This is an optimization exercise on Yosys and OpenROAD, whose aim is small area, a short achievable clock period and few clock cycles, not a production implementation. The RTL was checked by simulation tests, not by an equivalence proof against the original design.

== old ==
// mnt_fxu
module mnt_fxu (
    input  wire        clk,
    input  wire        rst,       
    input  wire        req,
    input  wire        we,
    input  wire [5:0]  addr,      
    input  wire [31:0] wdata,
    output wire        ready,
    output reg  [31:0] rdata
);
clock: 14.0 ns
lec_check: 0
cap_margin: 20
core_margin: 2
core_utilization: 40
setup_slack_margin: 5
slew_margin: 20
run.sh (not shown) runs the stock make flow with config.mk's settings and CLKGATE_MAP_FILE= SYNTH_SCRIPT=/design/flow/synth_recipe.tcl, a recipe that flattens the netlist after the stock synthesis.
Testbench counts of old, summed over its fixed seeds: cycles 35,932.
The following lists how new was set up differently from old:
# old
export LEC_CHECK = 0
export CAP_MARGIN = 20
export CORE_MARGIN = 2
export CORE_UTILIZATION = 40
export SETUP_SLACK_MARGIN = 5
export SLEW_MARGIN = 20
create_clock -name core_clock -period 14.0 [get_ports {clk}]
# new
export LEC_CHECK = 0
export CAP_MARGIN = 20
export CORE_MARGIN = 2
export CORE_UTILIZATION = 40
export SLEW_MARGIN = 20
create_clock -name core_clock -period 14.0 [get_ports {clk}]
==> flow/flow/run.sh (new file) <==
#!/bin/bash
set -euo pipefail
bash standard.sh SETUP_SLACK_MARGIN=7 finish > standard.log 2>&1
==> flow/standard.sh (new file) <==
#!/bin/bash
# synth_recipe.tcl (not shown) runs the flow's synth.tcl, then flattens the netlist and writes it again
# the make line also repeats each setting of config.mk as NAME=value (left out here)
make -C /OpenROAD-flow-scripts/flow DESIGN_CONFIG=/design/flow/config.mk WORK_HOME=/design/flow/orfs CLKGATE_MAP_FILE= SYNTH_SCRIPT=/design/flow/synth_recipe.tcl "${@:-finish}"
removed: flow/run.sh
==> comparison <==
- new finished end to end and its layout was clean on timing, DRC and antenna.
- Count of cells resized by post-cts repair for new is higher than for old.
- From old to new the numbers moved as follows: non-clock buffer count went up 437; total die area held; post-route standard cell area excluding fillers went up about 14%.

========
== main ==
mnt_fxu, a different RTL version from the one above (not shown whole).
Size: about 7300 cells after synthesis, ~57000 µm² of cells after synthesis.
Settings: LEC_CHECK=0, ABC_AREA=1, CAP_MARGIN=20, CORE_MARGIN=2, CORE_UTILIZATION=40, CTS_BUF_LIST=sky130_fd_sc_hd__clkbuf_4 sky130_fd_sc_hd__clkbuf_8, SLEW_MARGIN=20; clock period 14.0 ns.
standard.sh (not shown) runs the stock make flow with config.mk's settings and CLKGATE_MAP_FILE= SYNTH_SCRIPT=/design/flow/synth_recipe.tcl, a recipe that flattens the netlist after the stock synthesis.
==> flow/flow/run.sh <==
#!/bin/bash
set -euo pipefail
bash standard.sh SETUP_SLACK_MARGIN=5.5 finish > standard.log 2>&1
Testbench counts of main, summed over its fixed seeds: cycles 35,295.
diff inputs: main => the feature branch
Settings: a change of CORE_UTILIZATION from 40 to 55; a deleted ABC_AREA that had been 1; a deleted CTS_BUF_LIST that had been sky130_fd_sc_hd__clkbuf_4 sky130_fd_sc_hd__clkbuf_8.
==> flow/flow/run.sh <==
#!/bin/bash
set -euo pipefail
bash standard.sh SETUP_SLACK_MARGIN=6 finish > standard.log 2>&1
### Flow results
Fraction of area in multi-input gates, the feature branch and main: higher on the feature branch
Against main, total routed wirelength in the feature branch fell by a few percent.
Comparing the feature branch and main, worst-margin pin slew is higher on main.
Compared to main, the feature branch has number of placed instances, taps included 2266 lower.
Comparing main with the feature branch, the share of the synthesized netlist area taken by xor and xnor gates came out essentially unchanged.
Register-to-register slack on the feature branch is up relative to main.
Compared to main, the feature branch has utilization 19 points higher.

========
## the previous run
Starting RTL as in the previous note.
Settings: LEC_CHECK=0, ABC_AREA=1, CAP_MARGIN=20, CORE_MARGIN=2, CORE_UTILIZATION=40, SLEW_MARGIN=20; clock period 14.0 ns.
==> flow/flow/run.sh <==
#!/bin/bash
set -euo pipefail
bash standard.sh SETUP_SLACK_MARGIN=6 finish > standard.log 2>&1
The flow did not stop early for the previous run: all stages ran, and the layout cleared the timing, design-rule and antenna checks.
Testbench counts of the previous run, summed over its fixed seeds: cycles 35,295.
[inputs] the current run vs the previous run
- ABC_AREA no longer set, was 1
Notes after the runs:
The current run has completed all stages; timing, DRC and antenna checks passed. Compared with the previous run, in the current run largest net degree at the start of global routing went down; number of instances in the placed design went down. Wire length ends up higher on the previous run. Looking at number of nets in the finished design, the current run sits about 23% below the previous run. There was hardly any difference in fmax between the current run and the previous run.

========
mnt_fxu again, from the RTL that the note above started with.
## mnt_fxu
module mnt_fxu (
    input  wire        clk,
    input  wire        rst,       
    input  wire        req,
    input  wire        we,
    input  wire [5:0]  addr,      
    input  wire [31:0] wdata,
    output wire        ready,
    output reg  [31:0] rdata
);
    localparam [31:0] ID_VALUE = 32'h4D4E5431;
    localparam [5:0] A_ID = 6'h00, A_STATUS = 6'h02, A_CMD = 6'h03;
    localparam [5:0] OP_FADD   = 6'h01, OP_FSUB  = 6'h02, OP_FADDI = 6'h03,
                     OP_FSUBI  = 6'h04, OP_FMUL  = 6'h05, OP_FMULI = 6'h06,
                     OP_FDIVI  = 6'h07, OP_FSHL  = 6'h08, OP_FSHR  = 6'h09,
                     OP_FAND   = 6'h0A, OP_FFLOOR= 6'h0B, OP_FFRACT= 6'h0C,
                     OP_FROMI  = 6'h10, OP_FROMU = 6'h11, OP_FROMB = 6'h12,
                     OP_FROMF  = 6'h13, OP_TOI   = 6'h14, OP_TOU   = 6'h15,
                     OP_TOB    = 6'h16, OP_TOF   = 6'h17, OP_LI    = 6'h30;
  ...
export LEC_CHECK = 0
export ABC_AREA = 1
export CAP_MARGIN = 20
export CORE_MARGIN = 2
export CORE_UTILIZATION = 40
export CTS_BUF_LIST = sky130_fd_sc_hd__clkbuf_4 sky130_fd_sc_hd__clkbuf_8
export SLEW_MARGIN = 20
create_clock -name core_clock -period 14.0 [get_ports {clk}]
==> flow/flow/run.sh <==
#!/bin/bash
set -euo pipefail
bash standard.sh SETUP_SLACK_MARGIN=6.5 finish > standard.log 2>&1
The baseline went through all stages and came out clean.
Testbench counts at the start, summed over its fixed seeds: cycles 35,295.
==> next run, changes <==
==> flow/flow/run.sh (replaced) <==
#!/bin/bash
set -euo pipefail
bash standard.sh SETUP_SLACK_MARGIN=6 finish > standard.log 2>&1
--- a/flow/config.mk
+++ b/flow/config.mk
@@ -13 +13,2 @@
 export SLEW_MARGIN = 20
+export TNS_END_PERCENT = 30
Result: Core utilization drops by 3.2 points; hold slack hardly moves; global-route usage drops by 1.9 points; setup slack gets worse by 0.42 ns; wire length fell by 4.4%; via count falls by 3.6%; design area drops by 6.5%.
==> next run, changes <==
--- a/flow/config.mk
+++ b/flow/config.mk
@@ -13,2 +13 @@
 export SLEW_MARGIN = 20
-export TNS_END_PERCENT = 30
=> Utilization climbs by 0.15 points; die area is unchanged; routed wire length climbs by 0.39%.
==> next run, changes <==
--- a/flow/config.mk
+++ b/flow/config.mk
@@ -10,3 +10,3 @@
 export CORE_MARGIN = 2
-export CORE_UTILIZATION = 40
+export CORE_UTILIZATION = 55
 export CTS_BUF_LIST = sky130_fd_sc_hd__clkbuf_4 sky130_fd_sc_hd__clkbuf_8
After rerunning: Count of clock-buffer cells in the layout falls by 12; register-to-register slack degrades by 0.20 ns; setup slack loses 0.20 ns; final area falls slightly.

==> separate check: timing with driven ports <==
No port has a modelled driver above. Below, the same layouts with a new extraction and two added sets of constraints.
Step 1 assumes that a clkbuf_16 drives the clock port and a buf_2 every other input.
Step 2 moves the port delays by t, midway between the first and last clock arrival at a register: inputs arrive t later, outputs are due t later. That takes back most of the time a late clock gives input paths.
a / b / c = ideal ports / drivers / drivers and shift; a / b = the first two.
| run | shift t [ns] | slack for setup (ns) | worst setup path at the end | clock arrival spread, ns |
|---|---|---|---|---|
| old | 0.702 | 4.877 / 4.877 / 4.877 | register to register | 0.039 / 0.039 |
| new | 0.714 | 5.892 / 5.805 / 5.799 | input to register | 0.052 / 0.051 |
| main | 0.918 | 5.491 / 5.491 / 5.491 | register to register | 0.108 / 0.107 |
| the feature branch | 0.704 | 5.923 / 5.895 / 5.895 | input to output | 0.044 / 0.045 |
| the previous run | 0.766 | 6.004 / 6.004 / 6.004 | register to register | 0.065 / 0.065 |
| the current run | 0.722 | 5.989 / 5.898 / 5.898 | input to output | 0.069 / 0.069 |
| the first run of note 4 | 0.941 | 6.230 / 6.230 / 6.230 | register to register | 0.074 / 0.074 |
| the second run of note 4 | 0.924 | 5.806 / 5.795 / 5.795 | input to output | 0.102 / 0.102 |
| the third run of note 4 | 0.920 | 5.971 / 5.971 / 5.971 | register to register | 0.109 / 0.108 |
| the fourth run of note 4 | 0.881 | 5.768 / 5.768 / 5.768 | register to register | 0.085 / 0.085 |
After both steps every run listed still meets setup and hold. The setup slack of new, which loses most, moves by -0.087 ns with the drivers and by -0.093 ns with both steps.
